Context: an optimization exercise on an open-source flow, tuned for small area. The choices shown serve that exercise and are no tape-out recipe. The RTL was checked by simulation tests, not by an equivalence proof against the original design. Power figures rest on the tool's default switching activity, not on a simulated workload.

==> flow/design.v <==
module onepin_pri (
    input  wire        clk,
    input  wire        rst,
    input  wire [31:0] now,        
    input  wire        line,       
    input  wire        h_we,       
    input  wire [3:0]  h_addr,     
    input  wire [31:0] h_wdata,
    output reg  [31:0] h_rdata,    
    output reg         pad_low,    
    output wire        irq
);
    localparam [2:0] E_ILLEGAL = 3'd1, E_BUSY = 3'd2, E_NOTREADY = 3'd3,
                     E_CFG = 3'd4, E_CAL = 3'd5;
    localparam [1:0] C_INIT = 2'd0, C_RESET = 2'd1, C_WRITE = 2'd2, C_READ = 2'd3;
    localparam [3:0] S_IDLE = 4'd0,
                     S_INIT = 4'd1,    
                     S_PRE  = 4'd2,    
                     S_RB   = 4'd3,    
                     S_RC   = 4'd4,    
                     S_RD   = 4'd5,    
                     S_RE   = 4'd6,    
                     S_RF   = 4'd7,    
                     S_W1A  = 4'd8,    
                     S_W1B  = 4'd9,    
                     S_W2   = 4'd10,   
                     S_R1C  = 4'd11,   
                     S_R1T  = 4'd12,   
                     S_R1H  = 4'd13,   
                     S_R2   = 4'd14,   
                     S_R3   = 4'd15;   
    reg [15:0] cfg_t;
    reg [5:0]  cfg_p2s;
    reg [5:0]  cfg_s2p;
    reg [31:0] txdata;
    reg [31:0] rxdata;
    reg [1:0]  ie;
    reg        ready, presence, done, err, calib;
    reg [2:0]  lasterr;
    reg [3:0]  st;
    reg [15:0] cnt;
    reg [2:0]  rep;         
    reg [1:0]  cmd;
    reg        skip;
    reg [31:0] sbuf;        
    reg [4:0]  slot;
    wire        busy  = (st != S_IDLE);
    wire [15:0] half  = {1'b0, cfg_t[15:1]};
    wire        odd   = cfg_t[0];
    wire        wlast = ({1'b0, slot} + 6'd1 == cfg_p2s);
    wire        rlast = ({1'b0, slot} + 6'd1 == cfg_s2p);
    wire        rfin  = (cmd == C_RESET) || !presence;
    reg [1:0] endv;
    always @(*) begin
        case (st)
            S_RC, S_R1T: endv = 2'd1;
            S_RD, S_R2:  endv = 2'd2;
            S_RF:        endv = rfin ? 2'd1 : 2'd0;
            S_W2:        endv = wlast ? (2'd2 - {1'b0, odd}) : (2'd1 - {1'b0, odd});
            S_R3:        endv = rlast ? 2'd1 : 2'd0;
            default:     endv = 2'd1;
        endcase
    end
    wire act = busy && (cnt[15:2] == 14'd0) && (cnt[1:0] == endv);
    reg fin;
    always @(*) begin
        case (st)
            S_INIT:  fin = act;
            S_RF:    fin = act && rfin;
            S_W2:    fin = act && wlast;
            S_R3:    fin = act && rlast;
            default: fin = 1'b0;
        endcase
    end
    wire cal_ok     = (cfg_t[15:2] != 14'd0);
    wire busy_post  = busy && !fin;
    wire ready_post = ready || (st == S_INIT && act && cal_ok);
    wire [3:0] op       = h_wdata[3:0];
    wire       op_skip  = h_wdata[4];
    wire       illegal  = (h_wdata[31:5] != 27'd0) || (op == 4'd0) || (op > 4'd4) ||
                          (op_skip && (op == 4'd1 || op == 4'd2));
    wire       cfg_good = (cfg_t != 16'd0) &&
                          (cfg_p2s >= 6'd1) && (cfg_p2s <= 6'd32) &&
                          (cfg_s2p >= 6'd1) && (cfg_s2p <= 6'd32);
    wire       accept   = h_we && (h_addr == 4'h0) && !illegal && !busy_post &&
                          !(op != 4'd1 && !ready_post) && !(op == 4'd1 && !cfg_good);
    always @(posedge clk) begin
        cnt <= cnt - 16'd1;
        if (act) begin
            case (st)
                S_PRE: begin
                    cnt <= (cmd == C_RESET || !skip) ? 16'd2 :
                           (cmd == C_WRITE) ? half : 16'd2;
                end
                S_RB: begin
                    cnt <= cfg_t;
                    rep <= 3'd4;
                end
                S_RC: begin
                    cnt <= cfg_t;
                    rep <= rep - 3'd1;
                end
                S_RD:  cnt <= cfg_t;
                S_RE:  cnt <= half;
                S_RF:  cnt <= (cmd == C_WRITE) ? half : 16'd2;
                S_W1A: cnt <= sbuf[slot] ? half : cfg_t;
                S_W1B: cnt <= half;
                S_W2: begin
                    cnt  <= half;
                    slot <= slot + 5'd1;
                end
                S_R1C: begin
                    cnt <= cfg_t;
                    rep <= 3'd1;
                end
                S_R1T: begin
                    cnt <= (rep == 3'd0) ? half : cfg_t;
                    rep <= rep - 3'd1;
                end
                S_R1H: cnt <= half;
                S_R2: begin
                    cnt        <= cfg_t;
                    sbuf[slot] <= line;
                end
                S_R3: begin
                    cnt  <= 16'd2;
                    slot <= slot + 5'd1;
                end
                default: ;
            endcase
        end
        if (accept) begin
            cnt  <= (op == 4'd1) ? 16'd387 : 16'd2;
            cmd  <= op[1:0] - 2'd1;
            skip <= op_skip;
            slot <= 5'd0;
            sbuf <= (op == 4'd3) ? txdata : 32'd0;
        end
    end
    always @(posedge clk) begin
        if (rst) begin
            cfg_t    <= 16'd80;
            cfg_p2s  <= 6'd0;
            cfg_s2p  <= 6'd0;
            txdata   <= 32'd0;
            rxdata   <= 32'd0;
            ie       <= 2'd0;
            ready    <= 1'b0;
            presence <= 1'b0;
            done     <= 1'b0;
            err      <= 1'b0;
            lasterr  <= 3'd0;
            calib    <= 1'b0;
            st       <= S_IDLE;
            pad_low  <= 1'b0;
        end else begin
            if (act) begin
                case (st)
                    S_INIT: begin
                        calib <= 1'b1;
                        if (cal_ok) begin
                            ready <= 1'b1;
                        end else begin
                            err     <= 1'b1;
                            lasterr <= E_CAL;
                        end
                        done <= 1'b1;
                        st   <= S_IDLE;
                    end
                    S_PRE: begin
                        pad_low <= 1'b1;
                        st <= (cmd == C_RESET || !skip) ? S_RB :
                              (cmd == C_WRITE) ? S_W1A : S_R1C;
                    end
                    S_RB: st <= S_RC;
                    S_RC: begin
                        if (rep == 3'd0) begin
                            pad_low <= 1'b0;
                            st <= S_RD;
                        end
                    end
                    S_RD: begin
                        presence <= !line;
                        st <= S_RE;
                    end
                    S_RE: st <= S_RF;
                    S_RF: begin
                        if (rfin) begin
                            if (cmd == C_READ) rxdata <= 32'hFFFF_FFFF;
                            done <= 1'b1;
                            st   <= S_IDLE;
                        end else begin
                            pad_low <= 1'b1;
                            st <= (cmd == C_WRITE) ? S_W1A : S_R1C;
                        end
                    end
                    S_W1A: begin
                        if (sbuf[slot]) begin
                            pad_low <= 1'b0;
                            st <= S_W2;
                        end else begin
                            st <= S_W1B;
                        end
                    end
                    S_W1B: begin
                        pad_low <= 1'b0;
                        st <= S_W2;
                    end
                    S_W2: begin
                        if (wlast) begin
                            done <= 1'b1;
                            st   <= S_IDLE;
                        end else begin
                            pad_low <= 1'b1;
                            st <= S_W1A;
                        end
                    end
                    S_R1C: st <= S_R1T;
                    S_R1T: if (rep == 3'd0) st <= S_R1H;
                    S_R1H: begin
                        pad_low <= 1'b0;
                        st <= S_R2;
                    end
                    S_R2: st <= S_R3;
                    S_R3: begin
                        if (rlast) begin
                            rxdata <= sbuf;
                            done   <= 1'b1;
                            st     <= S_IDLE;
                        end else begin
                            pad_low <= 1'b1;
                            st <= S_R1C;
                        end
                    end
                    default: st <= S_IDLE;
                endcase
            end
            if (h_we) begin
                case (h_addr)
                    4'h0: begin
                        if (illegal) begin
                            err <= 1'b1; lasterr <= E_ILLEGAL;
                        end else if (busy_post) begin
                            err <= 1'b1; lasterr <= E_BUSY;
                        end else if (op != 4'd1 && !ready_post) begin
                            err <= 1'b1; lasterr <= E_NOTREADY;
                        end else if (op == 4'd1 && !cfg_good) begin
                            err <= 1'b1; lasterr <= E_CFG;
                        end else begin
                            done <= 1'b0;
                            st   <= (op == 4'd1) ? S_INIT : S_PRE;
                            if (op == 4'd1) ready <= 1'b0;
                        end
                    end
                    4'h1: begin
                        if (h_wdata[3]) done <= 1'b0;
                        if (h_wdata[4]) begin
                            err <= 1'b0; lasterr <= 3'd0;
                        end
                    end
                    4'h2: begin
                        if (busy_post) begin
                            err <= 1'b1; lasterr <= E_BUSY;
                        end else begin
                            cfg_t   <= h_wdata[15:0];
                            cfg_p2s <= h_wdata[21:16];
                            cfg_s2p <= h_wdata[29:24];
                            ready   <= 1'b0;
                        end
                    end
                    4'h3: txdata <= h_wdata;
                    4'h6: ie <= h_wdata[1:0];
                    default: ;
                endcase
            end
        end
    end
    assign irq = (done && ie[0]) || (err && ie[1]);
    always @(*) begin
        case (h_addr)
            4'h1:    h_rdata = {20'd0, 1'b0, lasterr, 3'd0, err, done, presence, ready, busy};
            4'h2:    h_rdata = {2'd0, cfg_s2p, 2'd0, cfg_p2s, cfg_t};
            4'h3:    h_rdata = txdata;
            4'h4:    h_rdata = rxdata;
            4'h5:    h_rdata = {14'd0, calib, 15'd0, calib, 1'b0};
            4'h6:    h_rdata = {30'd0, ie};
            4'h7:    h_rdata = now;
            default: h_rdata = 32'd0;
        endcase
    end
endmodule
module onepin_sec (
    input  wire        clk,
    input  wire        rst,
    input  wire [31:0] now,        
    input  wire        line,       
    input  wire        line_prev,  
    input  wire        h_we,       
    input  wire [3:0]  h_addr,     
    input  wire [31:0] h_wdata,
    output reg  [31:0] h_rdata,    
    output reg         pad_low,    
    output wire        irq
);
    localparam [2:0]  FIFO_DEPTH = 3'd4;
    localparam [1:0] L_ILLEGAL = 2'd1, L_BUSY = 2'd2, L_CFG = 2'd3;
    localparam [2:0] R_IDLE = 3'd0,
                     R_OUT  = 3'd1,    
                     R_H1   = 3'd2,    
                     R_H2   = 3'd3,    
                     R_REL  = 3'd4;    
    reg [15:0] cfg_t;
    reg [5:0]  cfg_p2s;
    reg [5:0]  cfg_s2p;
    reg [31:0] txnext;
    reg [2:0]  ie;
    reg        active, rxovf, err;
    reg [1:0]  lerr;
    reg        timing;
    reg        pending;
    reg [31:0] start;
    reg [31:0] duration;
    reg        irq_latch;
    reg        isr_cnt;
    reg [1:0]  poll_cnt;
    reg [2:0]  rs;
    reg        r_reset;      
    reg        r_level;      
    reg [15:0] cnt;
    reg [5:0]  bitidx;
    reg [31:0] acc;
    reg [31:0] sendbuf;
    reg [31:0] fifo_mem [0:3];
    reg [1:0]  fifo_rp;
    reg [2:0]  fifo_cnt;
    wire [1:0] fifo_wp = fifo_rp + fifo_cnt[1:0];
    wire [31:0] t32        = {16'd0, cfg_t};
    wire [31:0] w1_ceil    = t32;
    wire [31:0] w0_ceil    = t32 * 32'd2;
    wire [31:0] rd_ceil    = t32 * 32'd3;
    wire [15:0] half       = {1'b0, cfg_t[15:1]};
    wire edge_req = active && (line != line_prev) && !irq_latch;
    wire isr_go   = irq_latch && !isr_cnt;
    wire isr_start = isr_go && !pending && !timing && !line;
    wire isr_end   = isr_go && !pending && timing;
    wire poll   = pending && (rs == R_IDLE) && (poll_cnt == 2'd0);
    wire ev_b1  = duration <= w1_ceil;
    wire ev_b0  = !ev_b1 && (duration <= w0_ceil);
    wire ev_rd  = !ev_b1 && !ev_b0 && (duration <= rd_ceil);
    wire        wr_take  = poll && (ev_b1 || ev_b0) && (bitidx < cfg_p2s);
    wire [31:0] acc_new  = acc | ({31'd0, ev_b1} << bitidx);
    wire [5:0]  idx_new  = bitidx + 6'd1;
    wire        deliver  = wr_take && (idx_new == cfg_p2s);
    wire        push_ok  = deliver && (fifo_cnt < FIFO_DEPTH);
    wire [31:0] sb_cur   = (bitidx == 6'd0) ? txnext : sendbuf;
    wire        rd_reply = poll && ev_rd && (bitidx < cfg_s2p);
    wire        hit      = (cnt[15:1] == 15'd0) &&
                           (cnt[0] == (rs == R_H1 && r_reset));
    wire        clr_now  = (poll && (ev_b1 || ev_b0 || (ev_rd && !rd_reply))) ||
                           (rs == R_REL);
    wire        pending_post = (pending && !clr_now) || isr_end;
    wire [2:0]  cnt_post = fifo_cnt + {2'd0, push_ok};
    wire [3:0] op       = h_wdata[3:0];
    wire       illegal  = (h_wdata[31:4] != 28'd0) || !(op == 4'd1 || op == 4'd2);
    wire       cfg_good = (cfg_t != 16'd0) &&
                          (cfg_p2s >= 6'd1) && (cfg_p2s <= 6'd32) &&
                          (cfg_s2p >= 6'd1) && (cfg_s2p <= 6'd32);
    wire       do_pop   = h_we && (h_addr == 4'h0) && !illegal && (op == 4'd2) &&
                          (cnt_post != 3'd0);
    always @(posedge clk) begin
        cnt <= cnt - 16'd1;
        if (rs == R_OUT) cnt <= cfg_t;
        if (rs == R_H1 && hit) cnt <= half;
        if (push_ok) fifo_mem[fifo_wp] <= acc_new;
        if (rs == R_IDLE && poll && !(ev_b1 || ev_b0)) begin
            r_reset <= !ev_rd;
            r_level <= ev_rd ? sb_cur[bitidx[4:0]] : 1'b0;
        end
    end
    always @(posedge clk) begin
        if (rst) begin
            cfg_t     <= 16'd80;
            cfg_p2s   <= 6'd0;
            cfg_s2p   <= 6'd0;
            txnext    <= 32'd0;
            ie        <= 3'd0;
            active    <= 1'b0;
            rxovf     <= 1'b0;
            err       <= 1'b0;
            lerr      <= 2'd0;
            timing    <= 1'b0;
            pending   <= 1'b0;
            start     <= 32'd0;
            duration  <= 32'd0;
            irq_latch <= 1'b0;
            isr_cnt   <= 1'b0;
            poll_cnt  <= 2'd0;
            rs        <= R_IDLE;
            bitidx    <= 6'd0;
            acc       <= 32'd0;
            sendbuf   <= 32'd0;
            fifo_rp   <= 2'd0;
            fifo_cnt  <= 3'd0;
            pad_low   <= 1'b0;
        end else begin
            if (edge_req) begin
                irq_latch <= 1'b1;
                isr_cnt   <= 1'b1;
            end else if (irq_latch) begin
                if (isr_cnt) begin
                    isr_cnt <= 1'b0;
                end else begin
                    irq_latch <= 1'b0;
                end
            end
            if (isr_start) begin
                start  <= now;
                timing <= 1'b1;
            end
            if (isr_end) begin
                duration <= now - start;
                pending  <= 1'b1;
                timing   <= 1'b0;
                poll_cnt <= 2'd2;
            end else if (pending && poll_cnt != 2'd0) begin
                poll_cnt <= poll_cnt - 2'd1;
            end
            if (rs != R_IDLE) begin
                case (rs)
                    R_OUT: begin
                        if (!r_level) pad_low <= 1'b1;                
                        rs <= R_H1;
                    end
                    R_H1: begin
                        if (hit) begin
                            if (r_reset) begin
                                rs <= R_H2;
                            end else begin
                                pad_low <= 1'b0;
                                rs <= R_REL;
                            end
                        end
                    end
                    R_H2: begin
                        if (hit) begin
                            pad_low <= 1'b0;
                            rs <= R_REL;
                        end
                    end
                    default: begin
                        if (r_reset) begin
                            bitidx <= 6'd0;
                            acc    <= 32'd0;
                        end else begin
                            bitidx <= bitidx + 6'd1;
                        end
                        rs <= R_IDLE;
                    end
                endcase
            end else if (poll) begin
                if (ev_b1 || ev_b0) begin
                    if (wr_take) begin
                        acc    <= acc_new;
                        bitidx <= idx_new;
                        if (deliver && !push_ok) rxovf <= 1'b1;
                    end
                end else if (ev_rd) begin
                    if (bitidx == 6'd0) sendbuf <= txnext;
                    if (rd_reply) rs <= R_OUT;                        
                end else begin
                    rs <= R_OUT;                                      
                end
            end
            if (clr_now) pending <= 1'b0;
            fifo_cnt <= cnt_post - {2'd0, do_pop};
            if (do_pop) fifo_rp <= fifo_rp + 2'd1;
            if (h_we) begin
                case (h_addr)
                    4'h0: begin
                        if (illegal) begin
                            err <= 1'b1; lerr <= L_ILLEGAL;
                        end else if (op == 4'd1) begin
                            if (pending_post) begin
                                err <= 1'b1; lerr <= L_BUSY;
                            end else if (!cfg_good) begin
                                err <= 1'b1; lerr <= L_CFG;
                            end else begin
                                timing    <= 1'b0;
                                irq_latch <= 1'b0;
                                bitidx    <= 6'd0;
                                acc       <= 32'd0;
                                sendbuf   <= 32'd0;
                                fifo_rp   <= 2'd0;
                                fifo_cnt  <= 3'd0;
                                rxovf     <= 1'b0;
                                active    <= 1'b1;
                            end
                        end
                    end
                    4'h1: begin
                        if (h_wdata[4]) rxovf <= 1'b0;
                        if (h_wdata[5]) begin
                            err <= 1'b0; lerr <= 2'd0;
                        end
                    end
                    4'h2: begin
                        if (pending_post) begin
                            err <= 1'b1; lerr <= L_BUSY;
                        end else begin
                            cfg_t     <= h_wdata[15:0];
                            cfg_p2s   <= h_wdata[21:16];
                            cfg_s2p   <= h_wdata[29:24];
                            active    <= 1'b0;
                            irq_latch <= 1'b0;
                            timing    <= 1'b0;
                        end
                    end
                    4'h3: txnext <= h_wdata;
                    4'h6: ie <= h_wdata[2:0];
                    default: ;
                endcase
            end
        end
    end
    wire       rxvalid = (fifo_cnt != 3'd0);
    wire [3:0] lasterr = {1'b0, lerr == L_CFG, lerr == L_BUSY, lerr == L_ILLEGAL};
    assign irq = (rxvalid && ie[0]) || (rxovf && ie[1]) || (err && ie[2]);
    always @(*) begin
        case (h_addr)
            4'h1:    h_rdata = {2'd0, 3'd0, fifo_cnt, 2'd0, bitidx, 4'd0, lasterr,
                                2'd0, err, rxovf, rxvalid, timing, pending, active};
            4'h2:    h_rdata = {2'd0, cfg_s2p, 2'd0, cfg_p2s, cfg_t};
            4'h3:    h_rdata = txnext;
            4'h4:    h_rdata = rxvalid ? fifo_mem[fifo_rp] : 32'd0;
            4'h5:    h_rdata = duration;
            4'h6:    h_rdata = {29'd0, ie};
            4'h7:    h_rdata = acc;
            4'h8:    h_rdata = sendbuf;
            4'h9:    h_rdata = start;
            4'hA:    h_rdata = now;
            default: h_rdata = 32'd0;
        endcase
    end
endmodule
module onepin_link (
    input  wire        clk,
    input  wire        rst,         
    input  wire        h_bank,
    input  wire [3:0]  h_addr,      
    input  wire        h_we,
    input  wire [31:0] h_wdata,
    output wire [31:0] h_rdata,
    input  wire        ext_low,
    output wire        line_o,
    output wire        p_irq,
    output wire        s_irq
);
    reg  [31:0] now;
    reg         line_prev;
    wire        p_low, s_low;
    wire [31:0] p_rdata, s_rdata;
    wire line = !(p_low || s_low || ext_low);
    always @(posedge clk) begin
        if (rst) begin
            now       <= 32'd0;
            line_prev <= 1'b1;
        end else begin
            now       <= now + 32'd1;
            line_prev <= line;
        end
    end
    onepin_pri u_pri (
        .clk     (clk),
        .rst     (rst),
        .now     (now),
        .line    (line),
        .h_we    (h_we && !h_bank),
        .h_addr  (h_addr),
        .h_wdata (h_wdata),
        .h_rdata (p_rdata),
        .pad_low (p_low),
        .irq     (p_irq)
    );
    onepin_sec u_sec (
        .clk       (clk),
        .rst       (rst),
        .now       (now),
        .line      (line),
        .line_prev (line_prev),
        .h_we      (h_we && h_bank),
        .h_addr    (h_addr),
        .h_wdata   (h_wdata),
        .h_rdata   (s_rdata),
        .pad_low   (s_low),
        .irq       (s_irq)
    );
    assign h_rdata = h_bank ? s_rdata : p_rdata;
    assign line_o  = line;
endmodule
==> flow/run.sh <==
#!/bin/bash
# synth_recipe.tcl (not shown) runs the flow's synth.tcl, then flattens the netlist and writes it again
# the make line also repeats each setting of config.mk as NAME=value (left out here)
make -C /OpenROAD-flow-scripts/flow DESIGN_CONFIG=/design/flow/config.mk WORK_HOME=/design/flow/orfs CLKGATE_MAP_FILE= SYNTH_SCRIPT=/design/flow/synth_recipe.tcl finish
==> flow/config.mk <==
export PLATFORM = sky130hd
export DESIGN_NAME = onepin_link
export DESIGN_NICKNAME = onepin_link
export VERILOG_FILES = /design/flow/design.v
export SDC_FILE = /design/flow/constraint.sdc
export NUM_CORES = 4
export LEC_CHECK = 0
export CAP_MARGIN = 20
export CORE_MARGIN = 2
export CORE_UTILIZATION = 40
export PLACE_DENSITY = 0.6
export SLEW_MARGIN = 20
==> flow/constraint.sdc <==
create_clock -name core_clock -period 12.0 [get_ports {clk}]
set_input_delay 2.4000 -clock core_clock [delete_from_list [all_inputs] [get_ports {clk}]]
set_output_delay 2.4000 -clock core_clock [all_outputs]
set_load 0.01 [all_outputs]
==> metrics.csv, run 1 <==
metric,value,unit
outcome,"complete, no violations",
total vias in the final route,28232,
Least-Margin Pin Slew,1.131,ns
drt total wl,119400,µm
starting density of the core,40.21,%
vias in the first global route,25631,
PostCTS Resize Cnt,0,
register area,12930,µm²
final std cells w/o fill,4558,
vias per inst,6.194,
H-Tree Depth,3,
RePlAce Congestion,1.014,
Pre-antenna DRT Iters,7,
CP startpoint kind,primary input,
Max Slew Vio Count,0,
CP bufs+invs,3,
Num CTS Buffers,67,
crit end category,primary output,
RSZ-0062 raised after global routing,false,
clock sinks,562,
DP HPWL,85640,µm
top_reg_cell synth,dfxtp_1,
top-area cell type share of the netlist area,25.45,%
worst skew pair latency,0.62,ns
Largest register FFs,128,
warnings from Yosys,3,
IO Count,76,
Setup TNS,0,ns
proportion of layout cells with a drive suffix above 1,7.590,%
asr flop ratio synth,0,%
hold path depth,2,
syn avg cell area,8.863,µm²
drt initial violations,3439,
first-pass GRT wire length,174400,µm
DR WL/cell,26.20,µm
setup violators final,0,
synthesized net count,3677,
post-route minimum period,8.906,ns
Worst Path Arrival,6.51,ns
Die Area,79730,µm²
I/O Buffers,75,
post-synth top area cell,dfxtp_1,
die height,282.4,µm
area added between synthesis and finish,12.85,%
CTS Hold Bufs,0,
static leakage,0.01220,µW
total core area,77080,µm²
clk buf depth,3,
layout filler cell count,7531,
"Net count, final",3644,
most frequent cell on the critical path,clkdlybuf4s50_1,
Die Width,282.4,µm
GRT overflow,0,
final hold violation count,0,
Reg2Reg Depth,23,
Clk Tree Root Cell,clkbuf_16,
synthesized area,30990,µm²
largest net degree at the start of global routing,197,
post-synthesis sequential area ratio,41.73,%
critical path depth in cells,10,
clk slew on worst S/H paths,0.06,ns
Post-synth EDFFs,168,
slew margin rel.,24.30,%
"commonest non-fill, non-tap cell in the layout",nand2_1,
CTS tree,done,
Routed Antenna Nets,0,
Tot GR Track Use,29.45,%
"slowest stage delay, CP",0.94,ns
Final period util,74.22,%
Post CTS Setup Buffer Count,0,
FMAX,0.1123,GHz
Max-Cap Viols,0,
placed cells,4434,
most frequent cells in the layout,"470 x nand2_1, 393 x dfxtp_1, 320 x a21oi_1",
crit-path max FO,38,
#FFs+latches synth,562,
synth top area cells,"dfxtp_1 25%, edfxtp_1 16%, nand2_1 5.7%",
Inserted Diodes,0,
Peak VDD IR,0.0001195,V
Biggest register,u_sec.fifo_mem,
antenna violations before repair,1,
Pwr Density,122.1,nW/µm²
Rows,102,
footprint of the multi-input gates,16800,µm²
Cells after Synth,3497,
Critical-path top delay cell,clkdlybuf4s50_1,
Yosys cell types,83,
crit-path leading delay family,buffers and inverters,
WS Path Type,primary input to primary output,
CP cell instances,clkdlybuf4s50_1 -> nand2_1 -> nor2_4 -> buf_4 -> a22o_1 -> a221oi_1 -> nand3_1 -> a21oi_1 -> o22ai_1 -> clkdlybuf4s50_1,
CP Data Required Time,9.60,ns
Clock Skews,0.02173,ns
# DRC,0,
worst hold path type,flip-flop to flip-flop,
==> worst register-to-register path: cells and delay by family (launching register included) <==
kind / cells / cell delay [ns]
simple gates: 7 / 1.68
buf+inv: 2 / 0.72
mux: 2 / 0.38
compound gates: 10 / 3.35
fa+ha+maj: 2 / 0.64
flops: 1 / 0.63
==> worst paths after layout <==
check,from,end,slack [ns]
worst min-delay path,u_sec.start[28]$_SDFFE_PP0P_,u_sec.start[28]$_SDFFE_PP0P_,0.48
worst min register to register,u_sec.start[28]$_SDFFE_PP0P_,u_sec.start[28]$_SDFFE_PP0P_,0.48
worst max register to register,u_sec.cfg_t[3]$_SDFFE_PP0P_,u_sec.cfg_p2s[1]$_SDFFE_PP0P_,4.45
worst max-delay path,h_addr[0],h_rdata[16],3.09
==> layout make-up <==
| type | count | area share (%) |
|---|---|---|
| multi-input combinational | 2581 | 48.04 |
| timing repair buffer | 136 | 3.549 |
| clock buffer | 93 | 5.513 |
| clock inverter | 30 | 0.9480 |
| tap | 1040 | 3.721 |
| sequential | 562 | 36.98 |
| inverter | 116 | 1.245 |
==> logic make-up after synthesis <==
family          Yosys count  share of synthesized area [%]
simple gates           1276                          19.09
compound gates          900                          18.93
flops                   562                          41.73
buf+inv                 354                          4.441
mux                     141                          6.617
fa+ha+maj               139                          5.660
xor+xnor                125                          3.532
==> routing by layer <==
| layer | track usage (%) | vias up | share of wire [%] |
|---|---|---|---|
| li1 | - | 12746 | - |
| met1 | 39.34 | 13722 | 41 |
| met2 | 44.80 | 1404 | 43 |
| met3 | 4.427 | 358 | 7.9 |
| met4 | 18.25 | 2 | 7.5 |
| met5 | 0 | - | 0.0084 |
==> cells in the mapped netlist, types with 21 or more instances <==
cell type,number
nand2_1,471
dfxtp_1,394
a21oi_1,320
nor2_1,295
clkbuf_1,190
edfxtp_1,168
ha_1,137
nor3_1,136
o21ai_0,117
inv_1,116
nand3_1,111
a22oi_1,91
mux2i_1,89
xnor2_1,77
a221oi_1,57
a21o_1,56
mux4_2,51
xor2_1,48
o22ai_1,44
nand2b_1,39
nor3b_1,37
a211oi_1,34
a22o_1,31
and3_1,30
nor4_1,28
nand4_1,26
or3_1,26
buf_2,23
buf_1,21
==> power breakdown <==
part           internal [µW]  leakage, µW  switching, µW
registers               1960      0.00449           17.1
logic                   55.9      0.00660            125
clock network           1260      0.00111            858
==> metrics by stage <==
step	hold WS [ns]	total power (µW)	setup WS [ns]	instance area (µm²)	utilization [%]
6_report	0.4770	4270	3.094	34970	45.37
5_1_grt	0.4963	4371	2.950	34970	45.37
4_1_cts	0.4764	4283	3.268	34960	45.35
3_5_place_dp	0.4671	2187	3.267	32700	42.42
3_3_place_gp	0.4634	2187	3.269	32670	42.38
2_1_floorplan	0.4443	2105	5.421	30990	-
==> run 2, diff against run 1 <==
--- a/flow/design.v
+++ b/flow/design.v
@@ -1,12 +1,13 @@
 module onepin_pri (
     input  wire        clk,
     input  wire        rst,
-    input  wire [31:0] now,        
     input  wire        line,       
     input  wire        h_we,       
     input  wire [3:0]  h_addr,     
+    input  wire        h_sel,      
     input  wire [31:0] h_wdata,
-    output reg  [31:0] h_rdata,    
+    input  wire [31:0] h_wdata_r,  
+    output wire [31:0] h_rdata,    
     output reg         pad_low,    
     output wire        irq
 );
@@ -84,6 +85,16 @@
                           (cfg_s2p >= 6'd1) && (cfg_s2p <= 6'd32);
     wire       accept   = h_we && (h_addr == 4'h0) && !illegal && !busy_post &&
                           !(op != 4'd1 && !ready_post) && !(op == 4'd1 && !cfg_good);
+    wire cfg_we = rst || (h_we && h_addr == 4'h2 && !busy_post);
+    always @(posedge clk) begin
+        if (cfg_we) begin
+            cfg_t   <= h_wdata_r[15:0] | {9'd0, rst, 1'b0, rst, 4'd0};    
+            cfg_p2s <= h_wdata_r[21:16];
+            cfg_s2p <= h_wdata_r[29:24];
+        end
+        if (rst || (h_we && h_addr == 4'h3)) txdata <= h_wdata_r;
+        if (rst || (h_we && h_addr == 4'h6)) ie <= h_wdata_r[1:0];
+    end
     always @(posedge clk) begin
         cnt <= cnt - 16'd1;
         if (act) begin
@@ -103,10 +114,11 @@
                 S_RD:  cnt <= cfg_t;
                 S_RE:  cnt <= half;
                 S_RF:  cnt <= (cmd == C_WRITE) ? half : 16'd2;
-                S_W1A: cnt <= sbuf[slot] ? half : cfg_t;
+                S_W1A: cnt <= sbuf[0] ? half : cfg_t;
                 S_W1B: cnt <= half;
                 S_W2: begin
                     cnt  <= half;
+                    sbuf <= {1'b0, sbuf[31:1]};
                     slot <= slot + 5'd1;
                 end
                 S_R1C: begin
@@ -120,7 +132,7 @@
                 S_R1H: cnt <= half;
                 S_R2: begin
                     cnt        <= cfg_t;
-                    sbuf[slot] <= line;
+                    sbuf <= {1'b0, sbuf[31:1]} | ({31'd0, line} << (cfg_s2p[4:0] - 5'd1));
                 end
                 S_R3: begin
                     cnt  <= 16'd2;
@@ -139,12 +151,7 @@
     end
     always @(posedge clk) begin
         if (rst) begin
-            cfg_t    <= 16'd80;
-            cfg_p2s  <= 6'd0;
-            cfg_s2p  <= 6'd0;
-            txdata   <= 32'd0;
             rxdata   <= 32'd0;
-            ie       <= 2'd0;
             ready    <= 1'b0;
             presence <= 1'b0;
             done     <= 1'b0;
@@ -195,7 +202,7 @@
                         end
                     end
                     S_W1A: begin
-                        if (sbuf[slot]) begin
+                        if (sbuf[0]) begin
                             pad_low <= 1'b0;
                             st <= S_W2;
                         end else begin
@@ -262,32 +269,22 @@
                         if (busy_post) begin
                             err <= 1'b1; lasterr <= E_BUSY;
                         end else begin
-                            cfg_t   <= h_wdata[15:0];
-                            cfg_p2s <= h_wdata[21:16];
-                            cfg_s2p <= h_wdata[29:24];
                             ready   <= 1'b0;
                         end
                     end
-                    4'h3: txdata <= h_wdata;
-                    4'h6: ie <= h_wdata[1:0];
                     default: ;
                 endcase
             end
         end
     end
     assign irq = (done && ie[0]) || (err && ie[1]);
-    always @(*) begin
-        case (h_addr)
-            4'h1:    h_rdata = {20'd0, 1'b0, lasterr, 3'd0, err, done, presence, ready, busy};
-            4'h2:    h_rdata = {2'd0, cfg_s2p, 2'd0, cfg_p2s, cfg_t};
-            4'h3:    h_rdata = txdata;
-            4'h4:    h_rdata = rxdata;
-            4'h5:    h_rdata = {14'd0, calib, 15'd0, calib, 1'b0};
-            4'h6:    h_rdata = {30'd0, ie};
-            4'h7:    h_rdata = now;
-            default: h_rdata = 32'd0;
-        endcase
-    end
+    wire [15:0] rdec = {15'd0, h_sel} << h_addr;
+    assign h_rdata = ({32{rdec[1]}} & {20'd0, 1'b0, lasterr, 3'd0, err, done, presence, ready, busy}) |
+                     ({32{rdec[2]}} & {2'd0, cfg_s2p, 2'd0, cfg_p2s, cfg_t}) |
+                     ({32{rdec[3]}} & txdata) |
+                     ({32{rdec[4]}} & rxdata) |
+                     ({32{rdec[5]}} & {14'd0, calib, 15'd0, calib, 1'b0}) |
+                     ({32{rdec[6]}} & {30'd0, ie});
 endmodule
 module onepin_sec (
     input  wire        clk,
@@ -297,8 +294,10 @@
     input  wire        line_prev,  
     input  wire        h_we,       
     input  wire [3:0]  h_addr,     
+    input  wire        h_sel,      
     input  wire [31:0] h_wdata,
-    output reg  [31:0] h_rdata,    
+    input  wire [31:0] h_wdata_r,  
+    output wire [31:0] h_rdata,    
     output reg         pad_low,    
     output wire        irq
 );
@@ -334,25 +333,25 @@
     reg [1:0]  fifo_rp;
     reg [2:0]  fifo_cnt;
     wire [1:0] fifo_wp = fifo_rp + fifo_cnt[1:0];
-    wire [31:0] t32        = {16'd0, cfg_t};
-    wire [31:0] w1_ceil    = t32;
-    wire [31:0] w0_ceil    = t32 * 32'd2;
-    wire [31:0] rd_ceil    = t32 * 32'd3;
     wire [15:0] half       = {1'b0, cfg_t[15:1]};
+    reg  [1:0]  cls;
+    wire [31:0] elapsed    = now - start;
+    wire        el_zero    = (elapsed == 32'd0);
+    wire        t_wrap     = (cnt[15:1] == 15'd0) && cnt[0];
     wire edge_req = active && (line != line_prev) && !irq_latch;
     wire isr_go   = irq_latch && !isr_cnt;
     wire isr_start = isr_go && !pending && !timing && !line;
     wire isr_end   = isr_go && !pending && timing;
     wire poll   = pending && (rs == R_IDLE) && (poll_cnt == 2'd0);
-    wire ev_b1  = duration <= w1_ceil;
-    wire ev_b0  = !ev_b1 && (duration <= w0_ceil);
-    wire ev_rd  = !ev_b1 && !ev_b0 && (duration <= rd_ceil);
+    wire ev_b1  = (cls == 2'd0);
+    wire ev_b0  = (cls == 2'd1);
+    wire ev_rd  = (cls == 2'd2);
     wire        wr_take  = poll && (ev_b1 || ev_b0) && (bitidx < cfg_p2s);
     wire [31:0] acc_new  = acc | ({31'd0, ev_b1} << bitidx);
     wire [5:0]  idx_new  = bitidx + 6'd1;
     wire        deliver  = wr_take && (idx_new == cfg_p2s);
     wire        push_ok  = deliver && (fifo_cnt < FIFO_DEPTH);
-    wire [31:0] sb_cur   = (bitidx == 6'd0) ? txnext : sendbuf;
+    wire        sb_bit   = (bitidx == 6'd0) ? txnext[0] : sendbuf[bitidx[4:0]];
     wire        rd_reply = poll && ev_rd && (bitidx < cfg_s2p);
     wire        hit      = (cnt[15:1] == 15'd0) &&
                            (cnt[0] == (rs == R_H1 && r_reset));
@@ -367,23 +366,40 @@
                           (cfg_s2p >= 6'd1) && (cfg_s2p <= 6'd32);
     wire       do_pop   = h_we && (h_addr == 4'h0) && !illegal && (op == 4'd2) &&
                           (cnt_post != 3'd0);
+    wire cfg_we = rst || (h_we && h_addr == 4'h2 && !pending_post);
+    always @(posedge clk) begin
+        if (cfg_we) begin
+            cfg_t   <= h_wdata_r[15:0] | {9'd0, rst, 1'b0, rst, 4'd0};    
+            cfg_p2s <= h_wdata_r[21:16];
+            cfg_s2p <= h_wdata_r[29:24];
+        end
+        if (rst || (h_we && h_addr == 4'h3)) txnext <= h_wdata_r;
+        if (rst || (h_we && h_addr == 4'h6)) ie <= h_wdata_r[2:0];
+    end
     always @(posedge clk) begin
         cnt <= cnt - 16'd1;
+        if (isr_start) begin
+            cnt <= cfg_t;
+            cls <= 2'd0;
+        end else if (timing) begin
+            if (el_zero) begin
+                cnt <= cfg_t;
+                cls <= 2'd0;
+            end else if (!isr_end && t_wrap) begin
+                cnt <= cfg_t;
+                if (cls != 2'd3) cls <= cls + 2'd1;
+            end
+        end
         if (rs == R_OUT) cnt <= cfg_t;
         if (rs == R_H1 && hit) cnt <= half;
         if (push_ok) fifo_mem[fifo_wp] <= acc_new;
         if (rs == R_IDLE && poll && !(ev_b1 || ev_b0)) begin
             r_reset <= !ev_rd;
-            r_level <= ev_rd ? sb_cur[bitidx[4:0]] : 1'b0;
+            r_level <= ev_rd ? sb_bit : 1'b0;
         end
     end
     always @(posedge clk) begin
         if (rst) begin
-            cfg_t     <= 16'd80;
-            cfg_p2s   <= 6'd0;
-            cfg_s2p   <= 6'd0;
-            txnext    <= 32'd0;
-            ie        <= 3'd0;
             active    <= 1'b0;
             rxovf     <= 1'b0;
             err       <= 1'b0;
@@ -418,7 +434,7 @@
                 timing <= 1'b1;
             end
             if (isr_end) begin
-                duration <= now - start;
+                duration <= elapsed;
                 pending  <= 1'b1;
                 timing   <= 1'b0;
                 poll_cnt <= 2'd2;
@@ -507,16 +523,11 @@
                         if (pending_post) begin
                             err <= 1'b1; lerr <= L_BUSY;
                         end else begin
-                            cfg_t     <= h_wdata[15:0];
-                            cfg_p2s   <= h_wdata[21:16];
-                            cfg_s2p   <= h_wdata[29:24];
                             active    <= 1'b0;
                             irq_latch <= 1'b0;
                             timing    <= 1'b0;
                         end
                     end
-                    4'h3: txnext <= h_wdata;
-                    4'h6: ie <= h_wdata[2:0];
                     default: ;
                 endcase
             end
@@ -525,22 +536,21 @@
     wire       rxvalid = (fifo_cnt != 3'd0);
     wire [3:0] lasterr = {1'b0, lerr == L_CFG, lerr == L_BUSY, lerr == L_ILLEGAL};
     assign irq = (rxvalid && ie[0]) || (rxovf && ie[1]) || (err && ie[2]);
-    always @(*) begin
-        case (h_addr)
-            4'h1:    h_rdata = {2'd0, 3'd0, fifo_cnt, 2'd0, bitidx, 4'd0, lasterr,
-                                2'd0, err, rxovf, rxvalid, timing, pending, active};
-            4'h2:    h_rdata = {2'd0, cfg_s2p, 2'd0, cfg_p2s, cfg_t};
-            4'h3:    h_rdata = txnext;
-            4'h4:    h_rdata = rxvalid ? fifo_mem[fifo_rp] : 32'd0;
-            4'h5:    h_rdata = duration;
-            4'h6:    h_rdata = {29'd0, ie};
-            4'h7:    h_rdata = acc;
-            4'h8:    h_rdata = sendbuf;
-            4'h9:    h_rdata = start;
-            4'hA:    h_rdata = now;
-            default: h_rdata = 32'd0;
-        endcase
-    end
+    wire [15:0] rdec = {15'd0, h_sel} << h_addr;
+    wire [31:0] rx_sel = {32{rdec[4]}} & {32{rxvalid}};
+    assign h_rdata = ({32{rdec[1]}} & {2'd0, 3'd0, fifo_cnt, 2'd0, bitidx, 4'd0, lasterr,
+                                    2'd0, err, rxovf, rxvalid, timing, pending, active}) |
+                     ({32{rdec[2]}} & {2'd0, cfg_s2p, 2'd0, cfg_p2s, cfg_t}) |
+                     ({32{rdec[3]}} & txnext) |
+                     (rx_sel & {32{fifo_rp == 2'd0}} & fifo_mem[0]) |
+                     (rx_sel & {32{fifo_rp == 2'd1}} & fifo_mem[1]) |
+                     (rx_sel & {32{fifo_rp == 2'd2}} & fifo_mem[2]) |
+                     (rx_sel & {32{fifo_rp == 2'd3}} & fifo_mem[3]) |
+                     ({32{rdec[5]}} & duration) |
+                     ({32{rdec[6]}} & {29'd0, ie}) |
+                     ({32{rdec[7]}} & acc) |
+                     ({32{rdec[8]}} & sendbuf) |
+                     ({32{rdec[9]}} & start);
 endmodule
 module onepin_link (
     input  wire        clk,
@@ -559,6 +569,7 @@
     reg         line_prev;
     wire        p_low, s_low;
     wire [31:0] p_rdata, s_rdata;
+    wire [31:0] h_wdata_r = h_wdata & {32{!rst}};
     wire line = !(p_low || s_low || ext_low);
     always @(posedge clk) begin
         if (rst) begin
@@ -572,11 +583,12 @@
     onepin_pri u_pri (
         .clk     (clk),
         .rst     (rst),
-        .now     (now),
         .line    (line),
         .h_we    (h_we && !h_bank),
         .h_addr  (h_addr),
+        .h_sel   (!h_bank),
         .h_wdata (h_wdata),
+        .h_wdata_r (h_wdata_r),
         .h_rdata (p_rdata),
         .pad_low (p_low),
         .irq     (p_irq)
@@ -589,11 +601,14 @@
         .line_prev (line_prev),
         .h_we      (h_we && h_bank),
         .h_addr    (h_addr),
+        .h_sel     (h_bank),
         .h_wdata   (h_wdata),
+        .h_wdata_r (h_wdata_r),
         .h_rdata   (s_rdata),
         .pad_low   (s_low),
         .irq       (s_irq)
     );
-    assign h_rdata = h_bank ? s_rdata : p_rdata;
+    wire now_sel = h_bank ? (h_addr == 4'hA) : (h_addr == 4'h7);
+    assign h_rdata = p_rdata | s_rdata | ({32{now_sel}} & now);
     assign line_o  = line;
 endmodule
==> flow/flow/run.sh (new file) <==
#!/bin/bash
# Own layout flow: the standard flow (standard.sh, all steps) with these changes:
#  - synthesis: the standard flow's script (synth.tcl here), except that ABC maps the logic with
#    the area script area.abc and adders are left to ABC (no adder cells);
#  - port buffers are buf_1;
#  - clock tree: clkbuf_8 buffers, sink clusters of up to 16, and no dummy loads.
# Each tool's full output stays in orfs/logs; make's output goes to flow_make.log.
set -euo pipefail
W=$(pwd)
F=$W/flow
CTS="-sink_clustering_enable -repair_clock_nets -buf_list {sky130_fd_sc_hd__clkbuf_8} -sink_clustering_size 16 -sink_clustering_max_diameter 40 -dont_use_dummy_load"
bash "$W/standard.sh" \
  "SYNTH_SCRIPT=$F/synth.tcl" "FLOW_ABC_SCRIPT=$F/area.abc" "ADDER_MAP_FILE=" \
  "BUFFER_PORTS_ARGS=-buffer_cell sky130_fd_sc_hd__buf_1" \
  "CTS_ARGS=$CTS" \
  finish > "$W/flow_make.log" 2>&1
==> flow/flow/area.abc (new file) <==
strash
dc2
dc2
dch -f
if -K 4 -a
mfs2 -a
strash
dch -f
amap
topo
dnsize
==> flow/flow/synth.tcl (new file) <==
# The standard flow's synthesis script (synth_recipe.tcl) with one change: ABC maps the logic
# with the area-oriented script area.abc beside this file instead of ORFS's
# speed script. Registers are mapped before ABC runs, so they are the same.
proc synth {args} { yosys synth -nofsm -noshare {*}$args }
proc abc {args} {
  set i [lsearch -exact $args -script]
  if {$i >= 0} {
    set args [lreplace $args $i [expr {$i + 1}] -script $::env(FLOW_ABC_SCRIPT)]
  }
  yosys abc {*}$args
}
source $::env(SCRIPTS_DIR)/synth.tcl
# left out here: clear keep_hierarchy, flatten, clean up, hide names made inside functions, write 1_2_yosys.v
==> flow/standard.sh (new file) <==
#!/bin/bash
# synth_recipe.tcl (not shown) runs the flow's synth.tcl, then flattens the netlist and writes it again
# the make line also repeats each setting of config.mk as NAME=value (left out here)
make -C /OpenROAD-flow-scripts/flow DESIGN_CONFIG=/design/flow/config.mk WORK_HOME=/design/flow/orfs CLKGATE_MAP_FILE= SYNTH_SCRIPT=/design/flow/synth_recipe.tcl "${@:-finish}"
--- a/flow/config.mk
+++ b/flow/config.mk
@@ -7,6 +7,6 @@
 export LEC_CHECK = 0
 export CAP_MARGIN = 20
 export CORE_MARGIN = 2
-export CORE_UTILIZATION = 40
-export PLACE_DENSITY = 0.6
+export CORE_UTILIZATION = 50
+export PLACE_DENSITY = 0.8
 export SLEW_MARGIN = 20
removed: flow/run.sh
==> run 2 against run 1 <==
  * Still clean on timing, DRC and antenna
  * Non-clock buffer count decreased by 7
  * Die area down 35%
  * Synthesized cell count decreased by 26%
  * Clock skew is 0.069 ns higher
  * Synthesized area down 19%
  * Final area shrank 20%
  * Via count down 14%
  * Critical path type is now flip-flop to flip-flop
  * Largest power group is now sequential cells
  * Highest routed layer unchanged
==> metrics.csv, run 2 <==
metric,value,unit
CTS Hold Bufs,0,
Biggest register,u_sec.fifo_mem,
proportion of layout cells with a drive suffix above 1,5.939,%
Critical-path top delay cell,clkinv_1,
Largest register FFs,128,
Final period util,86.44,%
final hold violation count,0,
layout filler cell count,4362,
static leakage,0.008836,µW
vias in the first global route,22253,
"Core Util, Final",55.98,%
Die Width,227.8,µm
starting density of the core,50.31,%
syn avg cell area,9.615,µm²
most frequent cells in the layout,"465 x nor2_1, 304 x clkinv_1, 293 x edfxtp_1",
setup violators final,0,
CP startpoint kind,flip-flop,
#FFs+latches synth,564,
"Net count, final",2855,
area added between synthesis and finish,11.27,%
asr flop ratio synth,0,%
Post CTS Setup Buffer Count,0,
synthesized area,25040,µm²
top_reg_cell synth,edfxtp_1,
Tot GR Track Use,36.97,%
synthesized net count,2645,
largest net degree at the start of global routing,76,
Yosys cell types,48,
post-synth top area cell,edfxtp_1,
worst skew pair latency,0.71,ns
final std cells w/o fill,3487,
WS Path Type,flip-flop to flip-flop,
clk slew on worst S/H paths,0.08,ns
antenna violations before repair,5,
FMAX,0.09640,GHz
Rows,82,
Post-synth EDFFs,293,
outcome,"complete, no violations",
Setup TNS,0,ns
most frequent cell on the critical path,o22ai_1,
post-synthesis sequential area ratio,56.81,%
"commonest non-fill, non-tap cell in the layout",nor2_1,
# DRC,0,
top-area cell type share of the netlist area,35.14,%
DR WL/cell,28.29,µm
clk buf depth,3,
Clock Skews,0.09055,ns
H-Tree Depth,3,
first-pass GRT wire length,143100,µm
crit end category,flip-flop,
Peak VDD IR,0.00009402,V
Clk Tree Root Cell,clkbuf_8,
GRT overflow,0,
slew margin rel.,16.51,%
"slowest stage delay, CP",0.39,ns
Max Slew Vio Count,0,
CP Data Required Time,12.53,ns
most frequent cells after synthesis,"476 x nor2_1, 304 x clkinv_1, 293 x edfxtp_1, 271 x dfxtp_1, 159 x nand2_1",
WHS,0.4345,ns
Num CTS Buffers,79,
drt initial violations,4588,
Least-Margin Pin Slew,1.248,ns
post-route minimum period,10.37,ns
"count leader, synth",nor2_1,
placed cells,3405,
DP HPWL,68610,µm
total core area,49760,µm²
Cells after Synth,2604,
Die Area,51880,µm²
Pwr Density,141.0,nW/µm²
CP bufs+invs,5,
vias per inst,6.929,
PostCTS Resize Cnt,0,
drt total wl,98640,µm
I/O Buffers,75,
crit-path max FO,17,
Routed Antenna Nets,0,
IO Count,76,
total vias in the final route,24162,
die height,227.8,µm
crit-path leading delay family,compound AO/OA/AOI/OAI gates,
Pre-antenna DRT Iters,12,
RSZ-0062 raised after global routing,false,
synth top area cells,"edfxtp_1 35%, dfxtp_1 22%, nor2_1 7.1%",
CTS tree,done,
RePlAce Congestion,1.038,
clock sinks,564,
warnings from Yosys,3,
Max-Cap Viols,0,
Worst Path Arrival,10.90,ns
worst hold path type,flip-flop to flip-flop,
[run 2: cell count changes after synthesis, sizes merged, moves of 74 or more]
cell,change
ha,-137
inv,-116
dfxtp,-123
nand2,-312
xnor2,-74
mux2i,-89
nor2,+181
o22ai,+106
edfxtp,+125
clkbuf,-190
a21oi,-173
clkinv,+304
[run 2: logic make-up (layout without fill, tap and decap cells)]
| group | count (synthesis) | after routing | synth area share (%) |
|---|---|---|---|
| AOI/OAI and AO/OA | 816 | 816 | 22.44 |
| xor gates and xnor gates | 8 | 8 | 0.2799 |
| buffers and inverters | 304 | 512 | 4.558 |
| DFF | 564 | 564 | 56.81 |
| other | 0 | 3 | 0 |
| and+or+nand+nor | 912 | 912 | 15.91 |
[run 2: final timing paths]
kind,from,end,slack (ns),cells past startpoint
setup / recovery,now[1]$_SDFF_PP0_,u_sec.cnt[1]$_DFF_P_,1.63,52
hold / removal,u_sec.irq_latch$_SDFF_PP0_,u_sec.isr_cnt$_SDFFE_PP0P_,0.43,1
setup reg to reg,now[1]$_SDFF_PP0_,u_sec.cnt[1]$_DFF_P_,1.63,52
hold reg to reg,u_sec.irq_latch$_SDFF_PP0_,u_sec.isr_cnt$_SDFFE_PP0P_,0.43,1
[run 2: where the power goes]
group | internal [µW] | switching [µW] | total, µW
registers | 2100 | 81.5 | 2180
logic | 140 | 342 | 483
clock network | 580 | 683 | 1260
total | 2820 | 1110 | 3930
[run 2: cell type report]
cell class / instances / area, µm² / area share, %
flip-flops and latches: 564 / 14220 / 51.06
multi-input cells: 1736 / 9867 / 35.42
inverters: 304 / 1141 / 4.096
clock buffers: 79 / 1087 / 3.903
well taps: 672 / 840.8 / 3.018
repair buffers: 129 / 690.7 / 2.479
diodes: 3 / 7.507 / 0.02695
[run 2: worst register-to-register path, delay by kind of cell, from the launching register on]
kind,cells,cell delay (ns)
simple gates,14,1.57
compound gates,33,7.27
flops,1,0.36
buf+inv,5,1.03
[run 2: per-stage QoR]
step | total power [µW] | setup slack, ns | instance area, µm²
CTS | 3896 | 1.944 | 27840
detailed placement | 2675 | 2.028 | 26750
finish | 3929 | 1.627 | 27860
global placement | 2657 | 2.314 | 26740
global route | 4022 | 0.5919 | 27850
floorplan | 2463 | 2.167 | 25040
[run 2: per-layer routing]
metal | wire length [µm] | vias up | global-route usage, % | share of wire [%]
met5 | 26 | - | 0 | 0.026
met4 | 8680 | 4 | 28.70 | 8.8
met3 | 13810 | 457 | 8.500 | 14
met2 | 40660 | 2129 | 53.13 | 41
met1 | 35460 | 11284 | 48.36 | 36
li1 | - | 10288 | - | -
==> run 3, diff against run 2 <==
==> flow/flow/area.abc (replaced) <==
strash
dc2
dc2
&get -n
&deepsyn -I 2 -J 50
&put
dch -f
if -K 4 -a
mfs2 -a
strash
dch -f
amap
topo
dnsize
==> run 3 against run 2 <==
  * Still clean on timing, DRC and antenna
  * Via count is 6.0% lower
  * Critical path depth is 11 higher
  * Routed wire length is 5.7% lower
  * Largest power group unchanged
==> metrics.csv, run 3 <==
metric,value,unit
GRT overflow,0,
#FFs+latches synth,564,
WHS,0.4361,ns
clock sinks,564,
Worst Setup Slack post-DPL,2.188,ns
Die Area,51130,µm²
Least-Margin Pin Slew,1.072,ns
drt total wl,93040,µm
syn avg cell area,9.565,µm²
Rows,81,
Final period util,84.37,%
post-synth top area cell,edfxtp_1,
most frequent cells after synthesis,"480 x clkinv_1, 414 x nor2_1, 293 x edfxtp_1, 271 x dfxtp_1, 216 x o22ai_1",
worst setup margin,1.875,ns
CTS tree,done,
first-pass GRT wire length,134500,µm
die height,226.1,µm
"slowest stage delay, CP",0.35,ns
Cells after Synth,2579,
Pre-antenna DRT Iters,9,
I/O Buffers,75,
worst skew pair latency,0.71,ns
Biggest register,u_sec.fifo_mem,
Yosys cell types,45,
top_reg_cell synth,edfxtp_1,
Max-Cap Viols,0,
area added between synthesis and finish,10.88,%
Max Slew Vio Count,0,
Die Width,226.1,µm
post-synthesis sequential area ratio,57.66,%
PnR Total Power,3626,µW
Num CTS Buffers,81,
FMAX,0.09877,GHz
Tot GR Track Use,36.24,%
# DRC,0,
clk slew on worst S/H paths,0.07,ns
proportion of layout cells with a drive suffix above 1,5.117,%
Critical-path top delay cell,dfxtp_1,
H-Tree Depth,3,
Clock Skews,0.07893,ns
Setup TNS,0,ns
largest net degree at the start of global routing,59,
synthesized net count,2620,
RSZ-0062 raised after global routing,false,
Routed Antenna Nets,0,
Worst Path Arrival,10.64,ns
Post-synth EDFFs,293,
warnings from Yosys,3,
slew margin rel.,28.11,%
worst hold path type,flip-flop to flip-flop,
CTS Hold Bufs,0,
"count leader, synth",clkinv_1,
DR WL/cell,27.05,µm
synth top area cells,"edfxtp_1 36%, dfxtp_1 22%, clkinv_1 7.3%",
CP Data Required Time,12.51,ns
starting density of the core,50.50,%
Peak VDD IR,0.00007202,V
vias per inst,6.604,
PostCTS Resize Cnt,0,
DP HPWL,66390,µm
Pwr Density,132.5,nW/µm²
vias in the first global route,20823,
asr flop ratio synth,0,%
"commonest non-fill, non-tap cell in the layout",clkinv_1,
Finished Cell Area,27350,µm²
r2r setup slk,1.88,ns
static leakage,0.008797,µW
outcome,"complete, no violations",
antenna violations before repair,5,
final hold violation count,0,
synthesized area,24670,µm²
"Net count, final",2818,
top-area cell type share of the netlist area,35.67,%
crit end category,flip-flop,
Clk Tree Root Cell,clkbuf_8,
Placed Instance Area,26240,µm²
drt initial violations,3694,
post-route minimum period,10.12,ns
Largest register FFs,128,
setup violators final,0,
IO Count,76,
total vias in the final route,22717,
total core area,48850,µm²
most frequent cell on the critical path,o22ai_1,
Post CTS Setup Buffer Count,0,
crit-path max FO,5,
WS Path Type,flip-flop to flip-flop,
clk buf depth,3,
RePlAce Congestion,0.9991,
most frequent cells in the layout,"479 x clkinv_1, 410 x nor2_1, 293 x edfxtp_1",
CP startpoint kind,flip-flop,
[run 3: metrics by stage]
stage                     std cells  utilization (%)
after floorplan                2579                -
after global placement         3357            53.63
after detailed placement       3358            53.71
after CTS                      3439            55.99
after global routing           3439            55.99
final                          3440            56.00
[run 3: worst paths after layout]
path                                                         to                        from  cells past startpoint
worst max register to register  u_sec.duration[31]$_SDFFE_PP0P_           now[1]$_SDFF_PP0_                     63
worst max-delay path            u_sec.duration[31]$_SDFFE_PP0P_           now[1]$_SDFF_PP0_                     63
worst min-delay path                 u_sec.isr_cnt$_SDFFE_PP0P_  u_sec.irq_latch$_SDFF_PP0_                      1
worst min register to register       u_sec.isr_cnt$_SDFFE_PP0P_  u_sec.irq_latch$_SDFF_PP0_                      1
[run 3: cells by family after synthesis]
logic type	count (synthesis)	share of synthesized area, %
AO/OA/AOI/OAI	749	21.05
XOR/XNOR	1	0.03551
buffers and inverters	480	7.304
flip-flops	564	57.66
AND/OR/NAND/NOR	785	13.95
[run 3: metal layers]
layer	vias up	wire length, µm	global-route usage [%]
met5	-	27	0
met4	4	4661	17.19
met3	258	13730	10.82
met2	1846	39480	53.39
met1	10700	35140	49.00
li1	9909	-	-
[run 3: final cells by class]
type	instances	area, µm²
clock buffers	81	1115
diodes	1	2.502
flip-flops and latches	564	14220
well taps	664	830.8
fillers	4351	21500
multi-input cells	1535	8777
repair buffers	115	603.1
inverters	480	1802
[run 3: worst max-delay path, delay by kind of cell, from the launching register on]
family | cells | cell delay [ns]
AO/OA/AOI/OAI | 32 | 5.90
buffers and inverters | 30 | 3.67
flip-flops | 1 | 0.35
AND/OR/NAND/NOR | 1 | 0.06
[run 3: report_power, final]
group	internal, µW	switching (µW)	total (µW)
logic	60.8	159	220
clock network	594	683	1280
registers	2080	44.2	2130
==> run 4, diff against run 3 <==
==> flow/flow/run.sh (replaced) <==
#!/bin/bash
# Own layout flow: the standard flow (standard.sh, all steps) with these changes:
#  - synthesis: the standard flow's script (synth.tcl here), except that ABC maps the logic with
#    the area script area.abc and adders are left to ABC (no adder cells);
#  - port buffers are buf_1;
#  - clock tree: clkbuf_8 buffers, sink clusters of up to 14 within 80 um, and no
#    dummy loads.
# Each tool's full output stays in orfs/logs; make's output goes to flow_make.log.
set -euo pipefail
W=$(pwd)
F=$W/flow
CTS="-sink_clustering_enable -repair_clock_nets -buf_list {sky130_fd_sc_hd__clkbuf_8} -sink_clustering_size 14 -sink_clustering_max_diameter 80 -dont_use_dummy_load"
bash "$W/standard.sh" \
  "SYNTH_SCRIPT=$F/synth.tcl" "FLOW_ABC_SCRIPT=$F/area.abc" "ADDER_MAP_FILE=" \
  "BUFFER_PORTS_ARGS=-buffer_cell sky130_fd_sc_hd__buf_1" \
  "CTS_ARGS=$CTS" \
  finish > "$W/flow_make.log" 2>&1
==> run 4 against run 3 <==
  * Still clean
  * Via count shrank 1.3%
  * Non-clock buffer count is the same
  * Combinational power is essentially flat
  * Register-to-register slack lost 0.07 ns
  * Routed wire length shrank 0.78%
  * Setup slack lost 0.065 ns
  * Synthesized area is the same
  * Worst hold slack gained 0.0022 ns
  * First-iteration DRC count shrank 2.3%
  * Largest power group unchanged
==> metrics.csv, run 4 <==
metric,value,unit
most frequent cell on the critical path,o22ai_1,
Num CTS Buffers,46,
FF-to-FF End,u_sec.duration[31]$_SDFFE_PP0P_,
Placed Instance Area,26240,µm²
Clock Power Share,29.2,%
# DRC,0,
drt initial violations,3609,
Max Slew Vio Count,0,
hold path depth,1,
DR WL met2,39210,µm
worst r2r src,now[1]$_SDFF_PP0_,
final hold violation count,0,
Post CTS Setup Buffer Count,0,
die height,226.1,µm
static leakage,0.008545,µW
synth top area cells,"edfxtp_1 36%, dfxtp_1 22%, clkinv_1 7.3%",
Least-Margin Pin Slew,1.173,ns
top_reg_cell synth,edfxtp_1,
RePlAce Congestion,0.9991,
#FFs+latches synth,564,
Max-Cap Viols,0,
RSZ-0062 raised after global routing,false,
Post-synth EDFFs,293,
Critical-path top delay cell,dfxtp_1,
clk buf depth,3,
FMAX,0.09813,GHz
synthesized net count,2620,
Post-Route M1 WL,34810,µm
r2r setup slk,1.81,ns
WS Path Type,flip-flop to flip-flop,
setup violators final,0,
"Net count, final",2783,
DR WL/cell,27.11,µm
Finished Cell Area,26870,µm²
Hold Path Sink,u_sec.isr_cnt$_SDFFE_PP0P_,
top-area cell type share of the netlist area,35.67,%
CTS tree,done,
WHS,0.4384,ns
warnings from Yosys,3,
Clock Skews,0.05525,ns
Clk Tree Root Cell,clkbuf_8,
crit end category,flip-flop,
cell-internal power,2485,µW
outcome,"complete, no violations",
"count leader, synth",clkinv_1,
proportion of layout cells with a drive suffix above 1,3.905,%
DP HPWL,66390,µm
worst skew pair latency,0.69,ns
total core area,48850,µm²
layout filler cell count,4381,
Reg2Reg Depth,63,
post-synthesis sequential area ratio,57.66,%
CTS Hold Bufs,0,
CP startpoint kind,flip-flop,
"Core Util, Final",55.02,%
met3 WL post-DR,13530,µm
Peak VDD IR,0.00008552,V
CP Data Required Time,12.55,ns
PostCTS Resize Cnt,0,
Cells after Synth,2579,
first-pass GRT wire length,134100,µm
antenna violations before repair,4,
Die Area,51130,µm²
largest net degree at the start of global routing,59,
Yosys cell types,45,
GRT overflow,0,
Sw Pwr,825.4,µW
Die Width,226.1,µm
syn avg cell area,9.565,µm²
clock sinks,564,
drt total wl,92320,µm
Rows,81,
Net Sw Frac,24.94,%
Setup TNS,0,ns
I/O Buffers,75,
worst hold start,u_sec.irq_latch$_SDFF_PP0_,
IO Count,76,
"commonest non-fill, non-tap cell in the layout",clkinv_1,
vias per inst,6.580,
worst hold path type,flip-flop to flip-flop,
Routed Antenna Nets,0,
Largest register FFs,128,
synthesized area,24670,µm²
max layer used,met5,
Pre-antenna DRT Iters,6,
Biggest register,u_sec.fifo_mem,
starting density of the core,50.50,%
vias in the first global route,20583,
Comb pwr share,6.6,%
Worst Path Arrival,10.74,ns
Pwr Density,123.2,nW/µm²
CP bufs+invs,30,
crit-path max FO,5,
crit-path leading delay family,compound AO/OA/AOI/OAI gates,
sequential power share,64.2,%
Tot GR Track Use,36.01,%
post-synth top area cell,edfxtp_1,
slew margin rel.,20.97,%
area added between synthesis and finish,8.942,%
asr flop ratio synth,0,%
total vias in the final route,22412,
"slowest stage delay, CP",0.37,ns
post-route minimum period,10.19,ns
H-Tree Depth,2,
clk slew on worst S/H paths,0.09,ns
Final period util,84.92,%
most frequent cells in the layout,"479 x clkinv_1, 410 x nor2_1, 293 x edfxtp_1",
most frequent cells after synthesis,"480 x clkinv_1, 414 x nor2_1, 293 x edfxtp_1, 271 x dfxtp_1, 216 x o22ai_1",
run 4: cell types whose count changed in the layout (fill, tap and decap cells not counted):
cell,delta
clkbuf_8,-35
diode_2,+1
o21ai_0,+1
o21ai_1,-1
run 4: how the worst max path moves through the flow:
stage                           start                               to  slack [ns]  cells after the start
finish              now[1]$_SDFF_PP0_  u_sec.duration[31]$_SDFFE_PP0P_        1.81                     63
global route        now[1]$_SDFF_PP0_  u_sec.duration[31]$_SDFFE_PP0P_        0.42                     63
CTS                 now[1]$_SDFF_PP0_  u_sec.duration[31]$_SDFFE_PP0P_        2.10                     63
detailed placement  now[1]$_SDFF_PP0_  u_sec.duration[31]$_SDFFE_PP0P_        2.19                     63
global placement    now[1]$_SDFF_PP0_  u_sec.duration[31]$_SDFFE_PP0P_        2.50                     63
floorplan           now[1]$_SDFF_PP0_  u_sec.duration[31]$_SDFFE_PP0P_        3.63                     63
run 4: area by class of cell:
cell class | count | area, µm² | share of cell area (%)
antenna | 2 | 5.005 | 0.01862
clock buffer | 46 | 633.1 | 2.356
inverter | 480 | 1802 | 6.704
multi-input combinational | 1535 | 8777 | 32.66
sequential | 564 | 14220 | 52.93
tap | 664 | 830.8 | 3.091
timing repair buffer | 115 | 603.1 | 2.244
run 4: kinds of logic (layout without fill, tap and decap cells):
kind of cell	count (synthesis)	in the layout	synth area share, %
AOI/OAI and AO/OA	749	749	21.05
xor gates and xnor gates	1	1	0.03551
buffers and inverters	480	641	7.304
DFF	564	564	57.66
other	0	2	0
and+or+nand+nor	785	785	13.95
run 4: power by group through the flow:
stage	registers [µW]	logic, µW	clock network, µW
after global routing	2130	233	1020
final	2120	219	966
after CTS	2120	212	959
after detailed placement	2170	211	0
after global placement	2160	206	0
after floorplan	2150	119	0
run 4: worst reg2reg max path, delay by kind of cell (launching register included):
family | cells | cell delay (ns)
simple gates | 1 | 0.06
flops | 1 | 0.37
buf+inv | 30 | 3.70
compound gates | 32 | 5.94
run 4: per-stage QoR:
step	worst slack [ns]	std cells	power, µW
floorplan	3.631	2579	2271
global placement	2.497	3357	2369
detailed placement	2.188	3358	2377
CTS	2.104	3404	3293
finish	1.810	3406	3310
global route	0.4212	3404	3385
run 4: metal layers:
| metal | GRT usage [%] | vias up |
|---|---|---|
| met5 | 0 | - |
| met4 | 15.17 | 4 |
| met3 | 11.14 | 237 |
| met2 | 53.41 | 1657 |
| met1 | 48.89 | 10688 |
| li1 | - | 9826 |
==> run 5, diff against run 4 <==
==> flow/flow/area.abc (replaced) <==
strash
dc2
dc2
&get -n
&deepsyn -I 2 -J 50
&put
dch -f
if -K 4 -a
mfs2 -a
strash
&get -n
&deepsyn -I 1 -J 30
&put
dch -f
amap
topo
dnsize
==> run 5 against run 4 <==
  * Still clean
  * Sequential cell count did not move
  * Via count fell by 2.2%
  * Routed wire length fell by 2.9%
  * Register-to-register slack improved by 2.1 ns
  * Sequential share of layout area rose by 0.61 points
  * Critical path depth fell by 1
  * Global-route usage fell by 1.1 points
  * Clock power fell by 0.5%
  * Worst hold slack got worse by 0.0049 ns
  * Power barely moved
  * Critical path type unchanged
  * Critical endpoint unchanged
  * Largest cell class unchanged
  * Highest routed layer unchanged
==> metrics.csv, run 5 <==
metric,value,unit
area added between synthesis and finish,8.663,%
DR WL met2,39350,µm
Net Sw Frac,24.88,%
asr flop ratio synth,0,%
vias per inst,6.683,
DR WL/cell,27.34,µm
post-route minimum period,8.140,ns
post-synthesis sequential area ratio,58.17,%
Clk Tree Root Cell,clkbuf_8,
syn avg cell area,9.788,µm²
starting density of the core,50.26,%
Setup TNS,0,ns
Die Area,50690,µm²
Sw Pwr,823.8,µW
top-area cell type share of the netlist area,35.98,%
Placed Instance Area,25890,µm²
DP HPWL,65660,µm
Comb pwr share,6.8,%
Post CTS Setup Buffer Count,0,
worst hold path type,flip-flop to flip-flop,
GRT overflow,0,
H-Tree Depth,2,
Routed Antenna Nets,0,
sequential power share,64.2,%
warnings from Yosys,3,
Post-synth EDFFs,293,
synth top area cells,"edfxtp_1 36%, dfxtp_1 22%, clkinv_1 6.9%",
total vias in the final route,21927,
vias in the first global route,20244,
worst r2r src,now[1]$_SDFF_PP0_,
drt total wl,89690,µm
Num CTS Buffers,46,
post-synth top area cell,edfxtp_1,
Max Slew Vio Count,0,
crit end category,flip-flop,
Tot GR Track Use,34.93,%
synthesized net count,2539,
largest net degree at the start of global routing,59,
Yosys cell types,49,
IO Count,76,
crit-path max FO,5,
setup violators final,0,
Clock Power Share,29.0,%
Largest register FFs,128,
Reg2Reg Depth,62,
"slowest stage delay, CP",0.39,ns
I/O Buffers,75,
max layer used,met5,
CTS Hold Bufs,0,
outcome,"complete, no violations",
r2r setup slk,3.86,ns
die height,225.1,µm
Max-Cap Viols,0,
Final period util,67.83,%
Clock Skews,0.05092,ns
Die Width,225.1,µm
total core area,48650,µm²
"commonest non-fill, non-tap cell in the layout",clkinv_1,
CP Data Required Time,12.55,ns
Pwr Density,124.6,nW/µm²
WS Path Type,flip-flop to flip-flop,
"Net count, final",2701,
Pre-antenna DRT Iters,6,
clk buf depth,3,
RSZ-0062 raised after global routing,false,
synthesized area,24450,µm²
slew margin rel.,25.59,%
Critical-path top delay cell,dfxtp_1,
antenna violations before repair,5,
top_reg_cell synth,edfxtp_1,
Finished Cell Area,26570,µm²
[run 5: cell count changes in the layout (fill, tap and decap cells not counted), moves of 16 or more]
cell	previous run	this run
clkinv_1	479	450
o22ai_1	216	189
o211ai_1	4	31
a21oi_1	112	87
o21ai_0	104	160
o32ai_1	30	3
a22oi_1	18	34
nor2_1	410	321
a22o_1	2	18
[run 5: per-layer routing]
layer	vias up	GRT usage (%)
li1	9613	-
met1	10488	45.55
met2	1495	53.27
met3	325	7.575
met4	6	21.58
met5	-	0
[run 5: power groups by stage]
stage	logic, µW	clock network (µW)	registers [µW]
after floorplan	127	0	2150
after global placement	211	0	2170
after detailed placement	216	0	2170
after CTS	217	961	2120
after global routing	240	1030	2130
final	224	961	2130
[run 5: cell families (layout without fill, tap and decap cells)]
logic type | Yosys count | after routing | synth area share [%]
compound gates | 790 | 790 | 22.36
xor+xnor | 1 | 1 | 0.03583
buf+inv | 451 | 611 | 6.924
flops | 564 | 564 | 58.17
other cells | 0 | 1 | 0
simple gates | 692 | 692 | 12.51
[run 5: final cells by class]
| class | count | area, µm² |
|---|---|---|
| flip-flops and latches | 564 | 14220 |
| repair buffers | 114 | 608.1 |
| well taps | 622 | 778.2 |
| fillers | 4376 | 22080 |
| clock buffers | 46 | 633.1 |
| inverters | 451 | 1693 |
| diodes | 1 | 2.502 |
| multi-input cells | 1483 | 8631 |
[run 5: worst max path at each step]
stage	from	end	slack [ns]	cells after the start
after floorplan	h_addr[0]	h_rdata[31]	4.29	7
after global placement	h_addr[1]	h_rdata[10]	4.17	10
after detailed placement	now[1]$_SDFF_PP0_	u_sec.duration[31]$_SDFFE_PP0P_	4.26	62
after CTS	now[1]$_SDFF_PP0_	u_sec.duration[31]$_SDFFE_PP0P_	4.17	62
after global routing	now[1]$_SDFF_PP0_	u_sec.duration[31]$_SDFFE_PP0P_	2.67	62
final	now[1]$_SDFF_PP0_	u_sec.duration[31]$_SDFFE_PP0P_	3.86	62
[run 5: critical path: cells and delay by family, from the launching register on]
kind                   cells  cell delay (ns)
buffers and inverters      1             0.14
DFF                        1             0.39
AOI/OAI and AO/OA         32             4.41
and+or+nand+nor           29             3.08
[run 5: through the flow]
step                      utilization [%]  hold slack, ns  std cells  power (µW)  worst slack, ns
after floorplan                         -          0.4113       2498        2278            4.293
after CTS                           54.51          0.4409       3278        3301            4.171
after global placement              53.20          0.4237       3232        2376            4.168
after detailed placement            53.21          0.4328       3232        2383            4.256
after global routing                54.61          0.4631       3280        3395            2.675
final                               54.62          0.4334       3281        3310            3.860
